Background: an optimization exercise with open tools, aiming at small area, a short achievable clock period and few clock cycles per item. Do not read the settings as production practice. The RTL was checked by simulation tests, not by an equivalence proof against the original design. Power and IR drop assume default switching activity.

== rev 12 ==
// ssvm
module ssvm (
    input  wire        clk,
    input  wire        rst_n,
    input  wire        start,
    input  wire        stop,
    input  wire [15:0] sample_rate,
    input  wire [63:0] prog_len,       
    input  wire [3:0]  active,
    input  wire        req,
    output wire        ready,
    output reg         sample_valid,
    output reg  [15:0] sample_out,
    output reg         run,
    output wire [3:0]  halted,
    output wire [11:0] fault_code,     
    output wire [63:0] fault_pc,       
    output reg         mem_req,
    output reg  [26:0] mem_addr,       
    input  wire        mem_ack,
    input  wire [15:0] mem_rdata
);
    localparam [2:0] SP_PROG    = 3'd0;
    localparam [2:0] SP_ENV_HDR = 3'd1;
    localparam [2:0] SP_ENV_DAT = 3'd2;
    localparam [2:0] SP_PEN_HDR = 3'd3;
    localparam [2:0] SP_PEN_DAT = 3'd4;
    localparam [7:0] OP_TONE  = 8'h01;
    localparam [7:0] OP_REST  = 8'h02;
    localparam [7:0] OP_VOL   = 8'h03;
    localparam [7:0] OP_ENV   = 8'h04;
    localparam [7:0] OP_PENV  = 8'h05;
    localparam [7:0] OP_NOISE = 8'h06;
    localparam [7:0] OP_SYNC  = 8'h07;
    localparam [7:0] OP_LOOP  = 8'h08;
    localparam [7:0] OP_END   = 8'hFF;
    localparam [2:0] F_ILLEGAL_OPCODE = 3'd1;
  ...
For scale: about 1100 flip-flops, about 230 I/O pins, about 0.064 mm2 of cells after synthesis.
Settings: LEC_CHECK=0, CAP_MARGIN=20, CORE_MARGIN=2, CORE_UTILIZATION=40, PLACE_DENSITY=0.6, SETUP_SLACK_MARGIN=5, SLEW_MARGIN=20; clock period 10.0 ns.
run.sh (not shown) runs the stock make flow with config.mk's settings and CLKGATE_MAP_FILE= SYNTH_SCRIPT=/design/flow/synth_recipe.tcl, a recipe that flattens the netlist after the stock synthesis.
Testbench counts of rev 12, summed over its fixed seeds: cycles 75,976, samples 72,000.
--- input diff rev 12..rev 13 ---
-- flow/design.v --
<<< rev 12, line 233
    reg [15:0] dv;
    reg [2:0]  avail;         
    reg        folded;
    reg [31:0] q1;
    reg        ack_q;         
    reg [15:0] rd_q;
    wire [15:0] cur_len = prog_len[ec*16 +: 16];
    wire [15:0] cur_pc  = pc_r[ec];
    wire [15:0] cur_ep  = env_pos[ec];
>>> rev 13, line 233
    reg [15:0] dv;
    reg [2:0]  avail;         
    reg [16:0] npos;          
    reg        ill_q;         
    reg        trunc_q;       
    reg        folded;
    reg [31:0] q1;
    reg        ack_q;         
    reg [15:0] rd_q;
    reg  [15:0] cur_len;      
    wire [15:0] cur_pc  = pc_r[ec];
    wire [15:0] cur_ep  = env_pos[ec];
<<< rev 12, line 245
    wire [15:0] cur_wt  = wait_r[ec];
    wire [7:0]  rb      = rd_q[7:0];
    wire [2:0]  rb_len  = op_len(rb);
    wire [15:0] rem     = cur_len - cur_pc;
    wire [2:0]  pc_x    = (es == E_OPD) ? ob + 3'd1 : ob;
    wire [15:0] pc_add  = cur_pc + {13'd0, pc_x};
    wire [16:0] pos_inc = {1'b0, (es == E_ELEN) ? cur_ep : cur_pp} + 17'd1;
    reg        d_busy;
    reg        d_q1;
>>> rev 13, line 248
    wire [15:0] cur_wt  = wait_r[ec];
    wire [7:0]  rb      = rd_q[7:0];
    wire [2:0]  in_len  = op_len(mem_rdata[7:0]);
    wire [15:0] rem     = cur_len - cur_pc;
    wire [2:0]  pc_x    = (es == E_OPD) ? ob + 3'd1 : ob;
    wire [15:0] pc_add  = cur_pc + {13'd0, pc_x};
    wire [16:0] pos_inc = {1'b0, (es == E_CH && cur_eid != 8'hFF) ? cur_ep : cur_pp} + 17'd1;
    reg        d_busy;
    reg        d_q1;
<<< rev 12, line 291
                mem_req  <= 1'b1;
                mem_addr <= {SP_PEN_HDR, cur_pid, 16'd0};
                es       <= E_PLEN;
            end else begin
>>> rev 13, line 294
                mem_req  <= 1'b1;
                mem_addr <= {SP_PEN_HDR, cur_pid, 16'd0};
                npos     <= pos_inc;
                es       <= E_PLEN;
            end else begin
<<< rev 12, line 346
            sample_valid <= 1'b0;
            ack_q        <= mem_ack && mem_req;
            rd_q         <= mem_rdata;
            if (mem_ack)
                mem_req <= 1'b0;
>>> rev 13, line 350
            sample_valid <= 1'b0;
            ack_q        <= mem_ack && mem_req;
            cur_len      <= prog_len[ec*16 +: 16];
            rd_q         <= mem_rdata;
            ill_q        <= (in_len == 3'd0);
            trunc_q      <= (in_len > avail);
            if (mem_ack)
                mem_req <= 1'b0;
<<< rev 12, line 363
            case (es)
            E_Q1: begin
                if (!d_busy && !mem_req) begin
                    ec <= 2'd0;
                    es <= E_CH;
>>> rev 13, line 370
            case (es)
            E_Q1: begin
                if (!mem_req) begin
                    ec <= 2'd0;
                    es <= E_CH;
<<< rev 12, line 374
                    mem_req  <= 1'b1;
                    mem_addr <= {SP_ENV_HDR, cur_eid, 16'd0};
                    es       <= E_ELEN;
                end else begin
>>> rev 13, line 381
                    mem_req  <= 1'b1;
                    mem_addr <= {SP_ENV_HDR, cur_eid, 16'd0};
                    npos     <= pos_inc;
                    es       <= E_ELEN;
                end else begin
<<< rev 12, line 381
            E_ELEN: if (ack_q) begin
                mem_req <= 1'b1;
                if (pos_inc >= {1'b0, rd_q}) begin
                    mem_addr <= {SP_ENV_HDR, cur_eid, 16'd1};
                    es       <= E_ELOOP;
                end else begin
                    env_pos[ec] <= pos_inc[15:0];
                    mem_addr    <= {SP_ENV_DAT, cur_eid, pos_inc[15:0]};
                    es          <= E_ELEV;
                end
>>> rev 13, line 389
            E_ELEN: if (ack_q) begin
                mem_req <= 1'b1;
                if (npos >= {1'b0, rd_q}) begin
                    mem_addr <= {SP_ENV_HDR, cur_eid, 16'd1};
                    es       <= E_ELOOP;
                end else begin
                    env_pos[ec] <= npos[15:0];
                    mem_addr    <= {SP_ENV_DAT, cur_eid, npos[15:0]};
                    es          <= E_ELEV;
                end
<<< rev 12, line 402
            E_PLEN: if (ack_q) begin
                mem_req <= 1'b1;
                if (pos_inc >= {1'b0, rd_q}) begin
                    mem_addr <= {SP_PEN_HDR, cur_pid, 16'd1};
                    es       <= E_PLOOP;
                end else begin
                    pen_pos[ec] <= pos_inc[15:0];
                    mem_addr    <= {SP_PEN_DAT, cur_pid, pos_inc[15:0]};
                    es          <= E_PVAL;
                end
>>> rev 13, line 410
            E_PLEN: if (ack_q) begin
                mem_req <= 1'b1;
                if (npos >= {1'b0, rd_q}) begin
                    mem_addr <= {SP_PEN_HDR, cur_pid, 16'd1};
                    es       <= E_PLOOP;
                end else begin
                    pen_pos[ec] <= npos[15:0];
                    mem_addr    <= {SP_PEN_DAT, cur_pid, npos[15:0]};
                    es          <= E_PVAL;
                end
<<< rev 12, line 442
            E_OP: if (ack_q) begin
                opc <= rb;
                if (rb_len == 3'd0) begin
                    e_fault[ec] <= F_ILLEGAL_OPCODE;
                    e_on[ec]    <= 1'b0;
                    next_ch;
                end else if (rb_len > avail) begin
                    e_fault[ec] <= F_TRUNCATED;
                    e_on[ec]    <= 1'b0;
>>> rev 13, line 450
            E_OP: if (ack_q) begin
                opc <= rb;
                if (ill_q) begin
                    e_fault[ec] <= F_ILLEGAL_OPCODE;
                    e_on[ec]    <= 1'b0;
                    next_ch;
                end else if (trunc_q) begin
                    e_fault[ec] <= F_TRUNCATED;
                    e_on[ec]    <= 1'b0;
<<< rev 12, line 603
            end
            E_WDIV: begin
                if (!d_busy || d_ch == ec) begin
                    d_busy <= 1'b1;
                    d_q1   <= 1'b0;
>>> rev 13, line 611
            end
            E_WDIV: begin
                if (!d_busy || (d_ch == ec && !d_q1)) begin
                    d_busy <= 1'b1;
                    d_q1   <= 1'b0;
Findings:
Rev 13: worst setup margin is 380 ps higher than what rev 12 reported. On mapped cell area: between rev 12 and rev 13, it ends up lower for rev 12. Row synthesized cell count: rev 13 higher / rev 12 lower. Total power per unit cell area for rev 13: 4.5 mW/mm2 up relative to rev 12. Delta (rev 13 minus rev 12): H-tree depth went up, total power went up, number of instances in the placed design went up, maximum buffer depth of the clock tree did not really move. Comparing rev 12 and rev 13, the higher critical path depth was measured on rev 12. Side by side, via count of the routed design turned out lower in rev 13 than in rev 12. Combinational group share of total power: rev 13 vs rev 12 down 4.1 points.
Testbench counts of rev 13, summed over its fixed seeds: cycles 75,770, samples 72,000.

[what the ideal ports hide]
The results above use ideal ports. As a check the final layouts listed here were re-extracted and re-timed, cells and wires unchanged.
Step 1 assumes that a clkbuf_16 drives the clock port and a buf_2 every other input.
Step 2 also shifts input and output timing later by t, the mid clock arrival at the registers, as if the neighbouring blocks saw the same clock.
Three values: ideal ports, drivers, drivers and shift; two values: the first two.
run | t (ns) | slack for setup (ns) | slew at the worst register clock pin (ns) | worst slew at a driven data input, ns
rev 12 | 0.835 | 4.622 / 4.622 / 4.023 | 0.07 / 0.07 | 0.07
rev 13 | 0.839 | 5.007 / 5.011 / 4.226 | 0.07 / 0.07 | 0.16
After both steps setup and hold are still met in every run listed. For rev 13, which loses most, drivers alone change the setup slack by +0.004 ns; drivers and shift together by -0.781 ns.
